Context: an optimization exercise on an open-source flow, tuned for small area. The choices shown serve that exercise and are no tape-out recipe. In this exercise RTL edits were held to simulation tests only and were not proved equivalent to the original. Power is estimated from default activity; no workload was simulated.

[flow/design.v]
module daisy_core (
    input  wire       clk,
    input  wire       rst,
    input  wire       op_valid,
    input  wire [3:0] op,
    output wire       cmd_ready,
    output wire       rx_active,
    output wire       hop_request,
    output reg        rdata_valid,
    output wire [7:0] rdata,
    output reg        radio_req,
    output wire       radio_channel,
    output reg        sink_byte_valid,
    output wire [7:0] sink_byte,
    output reg        sink_commit,
    output reg        sink_begin,
    output wire       sink_begin_chan
);
    localparam [2:0] PH_OFF      = 3'd0;
    localparam [2:0] PH_WAITPRE  = 3'd2;
    localparam [2:0] PH_WAITSTA  = 3'd3;
    localparam [2:0] PH_PREFETCH = 3'd4;
    localparam [2:0] PH_PAYLOAD  = 3'd5;
    localparam [2:0] PH_HOP      = 3'd6;
    localparam [2:0] ERR_NONE    = 3'd0;
    localparam [2:0] ERR_NOSTART = 3'd1;
    localparam [2:0] ERR_STUFF   = 3'd2;
    localparam [2:0] ERR_NOEND   = 3'd3;
    localparam [2:0] ERR_CRC     = 3'd4;
    localparam [1:0] SEL_PHASE = 2'd0;
    localparam [1:0] SEL_CHAN  = 2'd1;
    localparam [1:0] SEL_TAG   = 2'd2;
    localparam [1:0] SEL_ERR   = 2'd3;
    reg [2:0]  phase;
    reg [15:0] win;
    reg [9:0]  cnt;
    reg [2:0]  ones;
    reg [7:0]  acc;
    reg [15:0] crc;
    reg        prev_enc;
    reg        channel;
    reg [2:0]  err;
    reg [5:0]  tag;
    reg        waiting;
    reg [1:0]  sel;
    reg [2:0]  phase_n;
    reg [9:0]  cnt_n;
    reg [2:0]  ones_n;
    reg [15:0] crc_n;
    reg        channel_n;
    reg [2:0]  err_n;
    reg [5:0]  tag_n;
    reg        waiting_n;
    reg [1:0]  sel_n;
    reg        acc_en;
    reg        rdata_valid_n, radio_req_n, sink_byte_valid_n, sink_commit_n, sink_begin_n;
    reg        do_reset;
    wire       is_bit = op_valid && (op[3:1] == 3'b000);
    wire       d      = ~(prev_enc ^ op[0]);
    wire [15:0] win_n = {d, win[15:1]};
    wire       flag_n = (win_n[15:8] == 8'h7E);
    wire       b      = win[8];
    wire [9:0] cnt_inc = cnt + 10'd1;
    wire [15:0] crc_sh = {1'b0, crc[15:1]} ^ ((b ^ crc[0]) ? 16'h8408 : 16'h0000);
    assign cmd_ready       = ~waiting;
    assign rx_active       = (phase != PH_OFF);
    assign hop_request     = (phase == PH_HOP) && ~waiting;
    assign radio_channel   = channel;
    assign sink_begin_chan = channel;
    assign sink_byte       = acc;
    assign rdata = {2'b00,
                    (sel == SEL_TAG) ? tag[5:3] : 3'b000,
                    (sel == SEL_PHASE) ? phase :
                    (sel == SEL_CHAN)  ? {2'b00, channel} :
                    (sel == SEL_TAG)   ? tag[2:0] : err};
    always @* begin
        phase_n   = phase;
        cnt_n     = cnt;
        ones_n    = ones;
        crc_n     = crc;
        channel_n = channel;
        err_n     = (rdata_valid && sel == SEL_ERR) ? ERR_NONE : err;
        tag_n     = tag;
        waiting_n = waiting;
        sel_n     = sel;
        acc_en    = 1'b0;
        rdata_valid_n = 1'b0;
        radio_req_n   = 1'b0;
        sink_byte_valid_n = 1'b0;
        sink_commit_n = 1'b0;
        do_reset  = 1'b0;
        if (is_bit) begin
            case (phase)
                PH_WAITPRE: begin
                    cnt_n = cnt_inc;
                    if (win_n == 16'h5555 && cnt_inc[4]) begin
                        cnt_n   = 10'd0;
                        phase_n = PH_WAITSTA;
                    end else if ((cnt_inc[4] | cnt_inc[3] | (cnt_inc[2] & cnt_inc[1])) && d == win[15]) begin
                        phase_n = PH_HOP;
                    end
                end
                PH_WAITSTA: begin
                    cnt_n = cnt_inc;
                    if (flag_n) begin
                        cnt_n   = 10'd0;
                        phase_n = PH_PREFETCH;
                    end else if (cnt_inc[4]) begin
                        err_n    = ERR_NOSTART;
                        do_reset = 1'b1;
                    end
                end
                PH_PREFETCH: begin
                    cnt_n = cnt_inc;
                    if (cnt_inc[3]) begin
                        tag_n   = win_n[15:10];
                        cnt_n   = 10'd0;
                        ones_n  = 3'd0;
                        crc_n   = 16'hFFFF;
                        phase_n = PH_PAYLOAD;
                    end
                end
                PH_PAYLOAD: begin
                    if (ones == 3'd5 && b) begin
                        err_n    = ERR_STUFF;
                        do_reset = 1'b1;
                    end else begin
                        if (ones == 3'd5) begin
                            ones_n = 3'd0;
                        end else begin
                            acc_en = 1'b1;
                            crc_n  = crc_sh;
                            ones_n = b ? ones + 3'd1 : 3'd0;
                            cnt_n  = cnt_inc;
                            if (cnt_inc[2:0] == 3'd0)
                                sink_byte_valid_n = 1'b1;
                        end
                        if (flag_n) begin
                            if (crc_n != 16'hF0B8)
                                err_n = ERR_CRC;
                            else
                                sink_commit_n = 1'b1;
                            do_reset = 1'b1;
                        end else if (cnt_n[9:2] == 8'hFF && cnt_n[0]) begin
                            err_n    = ERR_NOEND;
                            do_reset = 1'b1;
                        end
                    end
                end
                default: ;
            endcase
        end else if (op_valid && op == 4'h5) begin
            if (waiting) begin
                do_reset  = 1'b1;
                waiting_n = 1'b0;
            end
        end else if (op_valid && !waiting) begin
            case (op)
                4'h2: begin
                    radio_req_n = 1'b1;
                    waiting_n   = 1'b1;
                end
                4'h3: phase_n = PH_OFF;
                4'h4: if (phase == PH_HOP) begin
                    channel_n   = ~channel;
                    radio_req_n = 1'b1;
                    waiting_n   = 1'b1;
                end
                4'h8, 4'h9, 4'hA, 4'hB: begin
                    rdata_valid_n = 1'b1;
                    sel_n         = op[1:0];
                end
                default: ;
            endcase
        end
        if (do_reset) begin
            cnt_n   = 10'd0;
            phase_n = PH_WAITPRE;
        end
    end
    always @(posedge clk) begin
        if (is_bit)
            win <= win_n;
        if (acc_en)
            acc <= {b, acc[7:1]};
        cnt  <= cnt_n;
        ones <= ones_n;
        crc  <= crc_n;
        sel  <= sel_n;
        if (rst) begin
            phase    <= PH_OFF;
            prev_enc <= 1'b0;
            channel  <= 1'b0;
            err      <= ERR_NONE;
            tag      <= 6'd0;
            waiting  <= 1'b0;
            rdata_valid     <= 1'b0;
            radio_req       <= 1'b0;
            sink_byte_valid <= 1'b0;
            sink_commit     <= 1'b0;
            sink_begin      <= 1'b0;
        end else begin
            phase    <= phase_n;
            if (is_bit)
                prev_enc <= op[0];
            channel  <= channel_n;
            err      <= err_n;
            tag      <= tag_n;
            waiting  <= waiting_n;
            rdata_valid     <= rdata_valid_n;
            radio_req       <= radio_req_n;
            sink_byte_valid <= sink_byte_valid_n;
            sink_commit     <= sink_commit_n;
            sink_begin      <= do_reset;
        end
    end
endmodule
[flow/run.sh]
#!/bin/bash
# synth_recipe.tcl (not shown) runs the flow's synth.tcl, then flattens the netlist and writes it again
# the make line also repeats each setting of config.mk as NAME=value (left out here)
make -C /OpenROAD-flow-scripts/flow DESIGN_CONFIG=/design/flow/config.mk WORK_HOME=/design/flow/orfs CLKGATE_MAP_FILE= SYNTH_SCRIPT=/design/flow/synth_recipe.tcl finish
[flow/config.mk]
export PLATFORM = sky130hd
export DESIGN_NAME = daisy_core
export DESIGN_NICKNAME = daisy_core
export VERILOG_FILES = /design/flow/design.v
export SDC_FILE = /design/flow/constraint.sdc
export NUM_CORES = 4
export LEC_CHECK = 0
export CAP_MARGIN = 20
export CORE_MARGIN = 2
export CORE_UTILIZATION = 40
export SLEW_MARGIN = 20
[flow/constraint.sdc]
create_clock -name core_clock -period 5.0 [get_ports {clk}]
set_input_delay 1.0000 -clock core_clock [delete_from_list [all_inputs] [get_ports {clk}]]
set_output_delay 1.0000 -clock core_clock [all_outputs]
set_load 0.01 [all_outputs]
==> results of run 1 <==
[kinds of logic (layout without fill, tap and decap cells)]
| family | after synthesis | after routing |
|---|---|---|
| other | 1 | 2 |
| XOR/XNOR | 10 | 10 |
| adder cells (fa/ha/maj) | 5 | 5 |
| multiplexers | 10 | 10 |
| AND/OR/NAND/NOR | 192 | 192 |
| buffers and inverters | 36 | 54 |
| flip-flops | 74 | 74 |
| AO/OA/AOI/OAI | 85 | 85 |
[placed cells by master, fill, tap and decap left out, types with 5 or more instances in the layout]
master            n
nand2_1          54
edfxtp_1         44
nor2_1           43
dfxtp_1          30
clkdlybuf4s50_1  30
nand3_1          25
a21oi_1          20
o21ai_0           9
clkbuf_8          9
and2_1            7
nor3_1            7
o211ai_1          7
inv_1             6
nor2b_1           6
nand2b_1          6
mux2i_1           6
xnor2_1           5
o31ai_1           5
a31oi_1           5
nor4b_1           5
ha_1              5
[power by group]
part / internal, mW / switching [mW]
clock: 0.239 / 0.258
sequential: 0.644 / 0.00539
combinational: 0.0145 / 0.0227
total: 0.897 / 0.287
[worst paths after layout]
| kind | from | slack, ps | to |
|---|---|---|---|
| worst max register to register | ones[1] | 2070 | cnt[5] |
| worst min-delay path | win[7] | 460 | win[6] |
| worst min register to register | win[7] | 460 | win[6] |
| worst max-delay path | op[2] | 1610 | cnt[1] |
[worst reg2reg max path: stages, from the launching register on]
cell	delay (ps)
edfxtp_1	390
inv_1	70
ha_1	190
and2_1	740
o311ai_0	270
o21ai_0	240
o211ai_2	160
o31ai_4	570
nor3_1	150
[per-stage QoR]
step	instance area, µm²	hold WS, ps	std cells	util (%)
6_report	4550	457	565	46.6
5_1_grt	4550	470	565	46.6
4_1_cts	4550	460	565	46.6
3_5_place_dp	4340	439	549	44.4
3_3_place_gp	4340	424	549	44.4
2_1_floorplan	4020	418	414	-
[layer usage]
metal  wire [µm]  up-vias
met2        4550       72
met4         139        0
met1        4420     1577
li1            -     1563
met5           0        -
met3         290       10
[final cells by class]
cell class                 count  area share, %
sequential                    74           42.2
multi-input combinational    304           42.2
timing repair buffer          31           6.76
tap                          133           3.66
clock buffer                   9           2.72
clock inverter                 7           1.81
inverter                       7          0.577
[synth_stat cells (3+ instances only)]
library cell,number,share of area [%]
nor2b_1,6,0.94
nand2_1,54,5.1
xor2_1,4,0.87
or4_1,3,0.56
o211ai_1,7,1.3
a21oi_1,20,2.5
and3_1,4,0.62
nor2_1,43,4.0
nor3_1,8,1.0
xnor2_1,5,1.1
nand3_1,25,3.1
ha_1,5,1.6
nand3b_1,4,0.75
o21ai_0,9,1.1
and2_1,7,1.1
clkbuf_1,17,1.6
buf_2,3,0.37
and4_1,3,0.66
nor4b_1,5,1.1
mux2i_1,6,1.5
buf_4,6,1.1
nor4_1,4,0.62
or3_1,3,0.47
o31ai_1,5,0.94
nand2b_1,6,0.94
a211oi_2,3,0.94
a311oi_1,4,0.87
and4b_1,3,0.75
dfxtp_1,30,15
inv_1,6,0.56
a211oi_1,3,0.56
edfxtp_1,44,33
a31oi_1,5,0.78
[flip-flops by register name (all words and copies together) (netlist names), 2 cells and up]
| name | count |
|---|---|
| acc | 8 |
| cnt | 10 |
| crc | 16 |
| err | 3 |
| ones | 3 |
| phase | 3 |
| sel | 2 |
| tag | 6 |
| win | 15 |
==> impl.org, run 1 <==
** Finish
- 0 antenna diodes ended up in the layout.
- Area of the multi-input gates :: 1920 µm²
- Layout-stage area growth over the synthesis result :: 13.4%
- After the last flow step, the layout net total stands at 439.
- Summing all flip-flop and latch instances after layout gives 1920 µm².
- Share of post-route cells with drive strength above 1 :: 8.56%
- The layout has 925 filler cells.

** STA
- Timing would allow up to 0.295 GHz.
- Max-slew headroom at the worst pin :: 38.1%
- The hold violation count in the final report was 0.
- At the pin with the least slew margin, the transition time is 926 ps.
- Part of the cycle the worst path needs :: 67.8%
- Post-route minimum period :: 3390 ps
- Final Max Slew Viols :: 0
- For the final database, setup skew stands at 14.3 ps.
- Setup violators final :: 0
- Setup repair after global routing left no endpoint under its margin.
- Final worst setup slack :: 1610 ps
- Setup TNS :: 0 ps

** Yosys
- The synthesized netlist devotes 16.1% of its cell area to compound gates.
- Main combinational cell family by area after synthesis :: simple AND/OR/NAND/NOR gates
- Summing every instance area after synthesis gives 4010 µm².
- Synthesis inferred 74 register bits.
- Primary flip-flop cell chosen by synthesis mapping :: edfxtp_1
- Post-synthesis cell count :: 413
- Count of synthesis-stage warnings from yosys :: 1
- XOR/XNOR share of the synthesized area :: 2.37%
- For this run, the register share of the synthesized area comes to 47.9%.
- Area fraction in and, or, nand and nor cells after synthesis :: 24.7%
- The synthesized netlist contains 76 unique library cells.
- Multiplexer cells account for 2.90% of the synthesized area.
- After Yosys synthesis, full adders, half adders and majority gates account for 1.56% of the synthesized area.
- For this run, asynchronously set or reset flops after synthesis account for 0%.
- Counting flops with a built-in enable in the synthesized netlist gives 44.
- Average instance area after synthesis :: 9.71 µm²

** Route
- Dividing the detail-routed wire length by the instance count gives 16.6 µm.
- Initial detailed-routing violation count :: 186
- The final layout contains routed wiring with a total length of 9.40 mm.
- Number of remaining DRC errors :: 0
- The pre-antenna-repair detailed-routing pass consisted of 6 iterations.
- Routed via count divided by cell count :: 5.70
- The routed layout has 3222 vias.
- Residual antenna-violating net count after detailed routing :: 0

** Setup path
- The largest individual stage delay along the critical path comes from the cell or4b_4.
- Worst endpoint data arrival time :: 3680 ps
- For this run, the slowest stage of the critical path takes 700 ps.
- Critical path's top delay family :: buffers and inverters
- For the worst setup path, the data required time is 5290 ps.
- In this run the worst path has a maximum fanout of 23.
- Crit path depth :: 7
- The worst setup path is of the input port to register kind.
- R2R depth :: 8
- Cell Chain, Critical Path :: clkdlybuf4s50_1 -> or4b_4 -> clkinv_1 -> o21ai_0 -> a2111oi_0 -> a21oi_1 -> nor2_1
- CP bufs+invs :: 2
- CP startpoint kind :: input port
- STA classifies the critical path endpoint as a register.

** Global route
- The total overflow left after global routing is 0.
- Number of antenna violations at the first check in global routing :: 0
- For this run, global-route usage on met2 was measured as 28.9%.
- In this run the most used layer during global routing was met2.
- The first global-routing pass estimated 15.6 mm of wire.
- Entering global routing, the biggest net connects 25 pins.
- Global routing used 3.38% of the available met3 tracks.
- Global-route usage over all layers :: 17.9%
- Via count of the first global-routing pass :: 3041
- Met1 Track Usage GR :: 24.1%

** Clock network
- Clock tree synthesis selected as its root buffer the cell clkbuf_8.
- Post-CTS setup buffer count :: 0
- After clock tree synthesis, the repair step resized 0 gates.
- H-Tree Level Count :: 3
- Post-CTS clock slew at the launch and capture registers of the worst setup and hold paths :: 90 ps
- The number of clock buffers added by TritonCTS is 9.
- Hold_buf cts :: 0
- Counting along the longest clock path gives a buffer depth of 2.
- Latest clock arrival within the worst-skew pair :: 360 ps
- TritonCTS clock tree :: yes
- CTS saw 74 sinks.

** Die
- In this run the count of I/O pins placed on the die edge is 33.
- The floorplan step defined a die boundary enclosing 10800 µm².
- Std cell rows :: 36
- The die is 104 µm wide.
- After floorplanning, the core was sized to cover 9770 µm².
- From bottom edge to top edge, the die measures 104 µm.
- Initial core utilization :: 41.0%

** Place
- Post-Place Setup Slack :: 1260 ps
- The count of buffers added on input and output ports is 30.
- At the end of routability-driven placement, the weighted congestion stood at 0.894.
- Detailed placement ended at an HPWL of 6.49 mm.

** Pwr
- Pwr dens :: 260 nW/µm²
- Total power draw :: 1.18 mW
- IR Drop Worst-Case VDD :: 119 µV
- Leakage dissipation :: 1.49 nW

** Min path
- The worst hold path passes through 0 cells.
- The min-delay analysis places its worst path in the category register to register.

** Outcome
- The run finished with no timing, DRC or antenna violations.

** Flow run
- Across the run, the number of max-cap violations was 0.
==> run 2, diff against run 1 <==
--- a/flow/design.v
+++ b/flow/design.v
@@ -32,7 +32,7 @@
     localparam [1:0] SEL_TAG   = 2'd2;
     localparam [1:0] SEL_ERR   = 2'd3;
     reg [2:0]  phase;
-    reg [15:0] win;
+    reg [15:8] win;
     reg [9:0]  cnt;
     reg [2:0]  ones;
     reg [7:0]  acc;
@@ -57,8 +57,8 @@
     reg        do_reset;
     wire       is_bit = op_valid && (op[3:1] == 3'b000);
     wire       d      = ~(prev_enc ^ op[0]);
-    wire [15:0] win_n = {d, win[15:1]};
-    wire       flag_n = (win_n[15:8] == 8'h7E);
+    wire [15:8] win_n = {d, win[15:9]};
+    wire       flag_n = (win_n == 8'h7E);
     wire       b      = win[8];
     wire [9:0] cnt_inc = cnt + 10'd1;
     wire [15:0] crc_sh = {1'b0, crc[15:1]} ^ ((b ^ crc[0]) ? 16'h8408 : 16'h0000);
@@ -83,7 +83,7 @@
         tag_n     = tag;
         waiting_n = waiting;
         sel_n     = sel;
-        acc_en    = 1'b0;
+        acc_en    = is_bit && !(phase == PH_PAYLOAD && ones == 3'd5);
         rdata_valid_n = 1'b0;
         radio_req_n   = 1'b0;
         sink_byte_valid_n = 1'b0;
@@ -93,7 +93,7 @@
             case (phase)
                 PH_WAITPRE: begin
                     cnt_n = cnt_inc;
-                    if (win_n == 16'h5555 && cnt_inc[4]) begin
+                    if (win_n == 8'h55 && {win[8], acc[7:1]} == 8'h55 && cnt_inc[4]) begin
                         cnt_n   = 10'd0;
                         phase_n = PH_WAITSTA;
                     end else if ((cnt_inc[4] | cnt_inc[3] | (cnt_inc[2] & cnt_inc[1])) && d == win[15]) begin
@@ -128,7 +128,6 @@
                         if (ones == 3'd5) begin
                             ones_n = 3'd0;
                         end else begin
-                            acc_en = 1'b1;
                             crc_n  = crc_sh;
                             ones_n = b ? ones + 3'd1 : 3'd0;
                             cnt_n  = cnt_inc;
==> run 2 against run 1 <==
  * Still clean
  * Power down 2.7%
  * Sequential share of layout area down 3.0 points
  * Clock skew down 3.5 ps
  * Critical path type unchanged
==> impl.org, run 2 <==
** Yosys
- Post-synthesis sequential area ratio :: 45.0% (was 47.9%)
- The most frequently used flop master after synthesis is edfxtp_1 (unchanged).
- Top-count cell post-synth :: nand2_1 (unchanged)
- The synthesized flop and latch total was 67 (was 74).
- Proportion of synthesized flip-flops having asynchronous set or reset :: 0% (unchanged)
- Top post-synthesis cells by area :: edfxtp_1 (29%), dfxtp_1 (16%), nand2_1 (6.2%), nand3_1 (3.9%), nor2_1 (3.0%) (was edfxtp_1 (33%), dfxtp_1 (15%), nand2_1 (5.1%), nor2_1 (4.0%), nand3_1 (3.1%))
- Count of cell types in the netlist :: 73 (was 76)
- Number of enable-type register cells in the synthesized netlist :: 37 (was 44)
- Most frequent cells after synthesis :: nand2_1 (63), edfxtp_1 (37), dfxtp_1 (30), nand3_1 (30), nor2_1 (30) (was nand2_1 (54), edfxtp_1 (44), nor2_1 (43))
- The cell count after synthesis was 404 (was 413).
- Top-area cell type share of the netlist area :: 29.2% (was 32.9%)
- Count of synthesis-stage warnings from yosys :: 1 (unchanged)
- The cell type with the largest total area after synthesis is edfxtp_1 (unchanged).
- Netlist area before placement :: 3800 µm² (was 4010 µm²)
- The synthesized area per cell was 9.41 µm² (was 9.71 µm²).

** Die
- Die Footprint :: 10300 µm² (was 10800 µm²)
- Area of the core :: 9240 µm² (was 9770 µm²)
- Std cell rows :: 35 (was 36)
- The initial cell density of the core came to 41.1% (was 41.0%).
- Die Width :: 101 µm (was 104 µm)
- The die boundary height is 101 µm (was 104 µm).
- The boundary pin count is 33 (unchanged).

** STA
- Part of the cycle the worst path needs :: 67.5% (was 67.8%)
- Post-route minimum period :: 3370 ps (was 3390 ps)
- The total of endpoints with negative setup slack in the final report came to 0 (unchanged).
- The max-slew violation count was 0 (unchanged).
- The worst setup slack after layout is 1630 ps (was 1610 ps).
- Final hold violation count :: 0 (unchanged)
- WHS :: 474 ps (was 457 ps)
- The normalized max-slew margin was 27.6% (was 38.1%).
- The sum of negative setup slack came to 0 ps (unchanged).
- The setup skew after layout was 10.8 ps (was 14.3 ps).
- RSZ-0062 raised after global routing :: no (unchanged)
- FMAX :: 0.296 GHz (was 0.295 GHz)
- The slew at the pin with the worst max-slew slack came to 1070 ps (was 926 ps).

** Clock network
- CTS resizes :: 0 (unchanged)
- H-Tree Level Count :: 3 (unchanged)
- The number of buffers created by CTS was 9 (unchanged).
- The clock latency reported for the late side of the worst-skew pair is 350 ps (was 360 ps).
- Deepest clock path buffer count :: 2 (unchanged)
- Post-CTS clock slew at the launch and capture registers of the worst setup and hold paths :: 80 ps (was 90 ps)
- Post-CTS setup buffer count :: 0 (unchanged)
- The CTS tree is yes (unchanged).
- The root buffer selected by CTS is clkbuf_8 (unchanged).
- Clock sinks :: 67 (was 74)
- Hold_buf cts :: 0 (unchanged)

** Setup path
- The endpoint required time on the critical path is 5230 ps (was 5290 ps).
- The kind of start point of the critical path was an input port (unchanged).
- The nature of the critical path endpoint was a register (unchanged).
- The number of cells traversed by the worst register-to-register path came to 8 (unchanged).
- The critical path arrival is 3610 ps (was 3680 ps).
- The highest net fanout along the worst path is 8 (was 23).
- CP Class :: input port to register (unchanged)

** Pwr
- The total leakage power came to 1.47 nW (was 1.49 nW).
- The internal portion of total power was 0.889 mW (was 0.897 mW).
- IR Drop Worst-Case VDD :: 166 µV (was 119 µV)
- Combinational fraction of design power :: 3.4% (was 3.1%)
- Clock network fraction of total power :: 45.5% (was 42.0%)
- The sequential fraction of design power is 51.2% (was 54.8%).
- Total net switching power :: 0.263 mW (was 0.287 mW)
- The areal power density over the cells came to 264 nW/µm² (was 260 nW/µm²).
- Share of total power consumed by net switching :: 22.9% (was 24.2%)
- The total design power is 1.15 mW (was 1.18 mW).

** Route
- The remaining antenna violation count after routing came to 0 (unchanged).
- The wire length reported by the detailed router is 8.96 mm (was 9.40 mm).
- The initial detailed-routing violation count came to 182 (was 186).
- The number of DRC violations after detailed routing is 0 (unchanged).
- The via count is 3117 (was 3222).
- The number of vias per cell was 5.61 (was 5.70).
- The first-pass iteration count of the detailed router is 5 (was 6).
- The routed length per placed instance was 16.1 µm (was 16.6 µm).

** Flow run
- The max-cap check violation count was 0 (unchanged).

** Finish
- Share of post-route cells with drive strength above 1 :: 8.20% (was 8.56%)
- Non-Filler Instances :: 556 (was 565)
- Max reg flops :: 16 (unchanged)
- Nets :: 434 (was 439)
- The most flop-heavy register was crc (unchanged).
- Largest regs :: crc: 16 flops, cnt: 10 flops (was crc: 16 flops, win: 15 flops, cnt: 10 flops)
- Commonest cells after routing, fill and taps aside: nand2_1 (63), edfxtp_1 (37) (was nand2_1 (54), edfxtp_1 (44), nor2_1 (43), dfxtp_1 (30), clkdlybuf4s50_1 (30)).
- The number of antenna cells inserted is 0 (unchanged).
- Core utilization of the finished layout :: 47.2% (was 46.6%)
- Layout fillers :: 868 (was 925)
- The area growth from synthesis to final layout is 14.7% (was 13.4%).
- The area of the multi-input gates came to 1910 µm² (was 1920 µm²).
- Post-Layout Inst Area :: 4360 µm² (was 4550 µm²)
- The most common library cell in the layout ignoring fill and taps was nand2_1 (unchanged).
- The area of all sequential standard cells came to 1710 µm² (was 1920 µm²).

** Global route
- Number of antenna violations at the first check in global routing :: 0 (unchanged)
- The pin count of the biggest net entering global routing is 24 (was 25).
- The global-route wire length before repair came to 14.6 mm (was 15.6 mm).
- Global-route usage over all layers :: 18.0% (was 17.9%)
- The number of global-route vias before repair came to 2851 (was 3041).
- The overall overflow remaining after global route came to 0 (unchanged).

** Place
- Post-Place Setup Slack :: 1340 ps (was 1260 ps)
- Instance area after placement :: 4130 µm² (was 4340 µm²)
- The number of I/O port buffers came to 30 (unchanged).
- Final Wtd Congestion :: 0.820 (was 0.894)
- The total instance count after detailed placement came to 540 (was 549).
- HPWL after detailed placement :: 6.35 mm (was 6.49 mm)

** Min path
- Hold Path Depth :: 0 (unchanged)
- The path type of the worst min-delay path is register to register (unchanged).

** Outcome
- Status: complete, no violations (unchanged).
-- run 2: power groups by stage --
stage | logic (mW) | clock network (mW) | registers [mW]
after floorplan | 0.0267 | 0 | 0.598
after global placement | 0.0383 | 0 | 0.602
after detailed placement | 0.0383 | 0 | 0.602
after CTS | 0.0384 | 0.538 | 0.589
after global routing | 0.0422 | 0.555 | 0.590
final | 0.0387 | 0.524 | 0.590
-- run 2: kinds of logic after synthesis --
group	share of synthesized area (%)
flip-flops	45.0
other	0.0987
XOR/XNOR	3.03
buffers and inverters	4.94
multiplexers	3.29
adder cells (fa/ha/maj)	1.65
AND/OR/NAND/NOR	26.2
AO/OA/AOI/OAI	15.8
-- run 2: final timing paths --
path	end	slack, ps	start
setup / recovery	cnt[1]	1630	op[0]
hold / removal	acc[6]	470	acc[7]
setup reg to reg	phase[2]	2160	ones[1]
hold reg to reg	acc[6]	470	acc[7]
-- run 2: final cells by class --
cell class	count	share of cell area, %
multi-input combinational	303	43.7
sequential	67	39.3
timing repair buffer	32	7.23
tap	129	3.70
clock buffer	9	2.84
clock inverter	7	2.47
inverter	9	0.775
-- run 2: routing by layer --
layer	track usage, %	routed length [µm]	vias up
met5	0	0	-
met4	4.68	64	0
met3	3.59	466	6
met2	26.8	4060	98
met1	26.6	4370	1484
li1	-	-	1529
-- run 2: critical path, cell delays in order --
cell and delay, ps:
clkdlybuf4s50_1 630, xnor2_1 160, inv_1 80, ha_1 150, nand3_1 120, nor2_1 420, a2bb2oi_1 440, a31oi_1 300
a22oi_1 260, nor2_1 60

==> static timing again, ports no longer ideal <==
How much do the figures lean on ideal ports? The routed layouts below were timed once more, with nothing changed but the port constraints.
Step 1 (the two cells are an assumption about what drives the block):
set clk [get_ports {clk}]
set_driving_cell -lib_cell sky130_fd_sc_hd__clkbuf_16 $clk
set_driving_cell -lib_cell sky130_fd_sc_hd__buf_2 [delete_from_list [all_inputs] $clk]
Step 2 adds t to the input delays and takes it off the output delays; t is the mean of the earliest and latest rising clock arrival at the registers after step 1. Input paths then give back, and output paths get back, about the clock's delay inside the block.
a / b / c = ideal / step 1 / step 2; a / b = the first two.
| run | shift t [ns] | slack for setup (ns) | hold WS [ns] | worst setup path after step 2 |
|---|---|---|---|---|
| run 1 | 0.386 | 1.608 / 1.615 / 1.229 | 0.457 / 0.457 / 0.457 | input to register |
| run 2 | 0.377 | 1.626 / 1.634 / 1.258 | 0.474 / 0.474 / 0.474 | input to register |
After both steps every run listed still meets setup and hold. The setup slack of run 1, which loses most, moves by +0.007 ns with the drivers and by -0.379 ns with both steps.
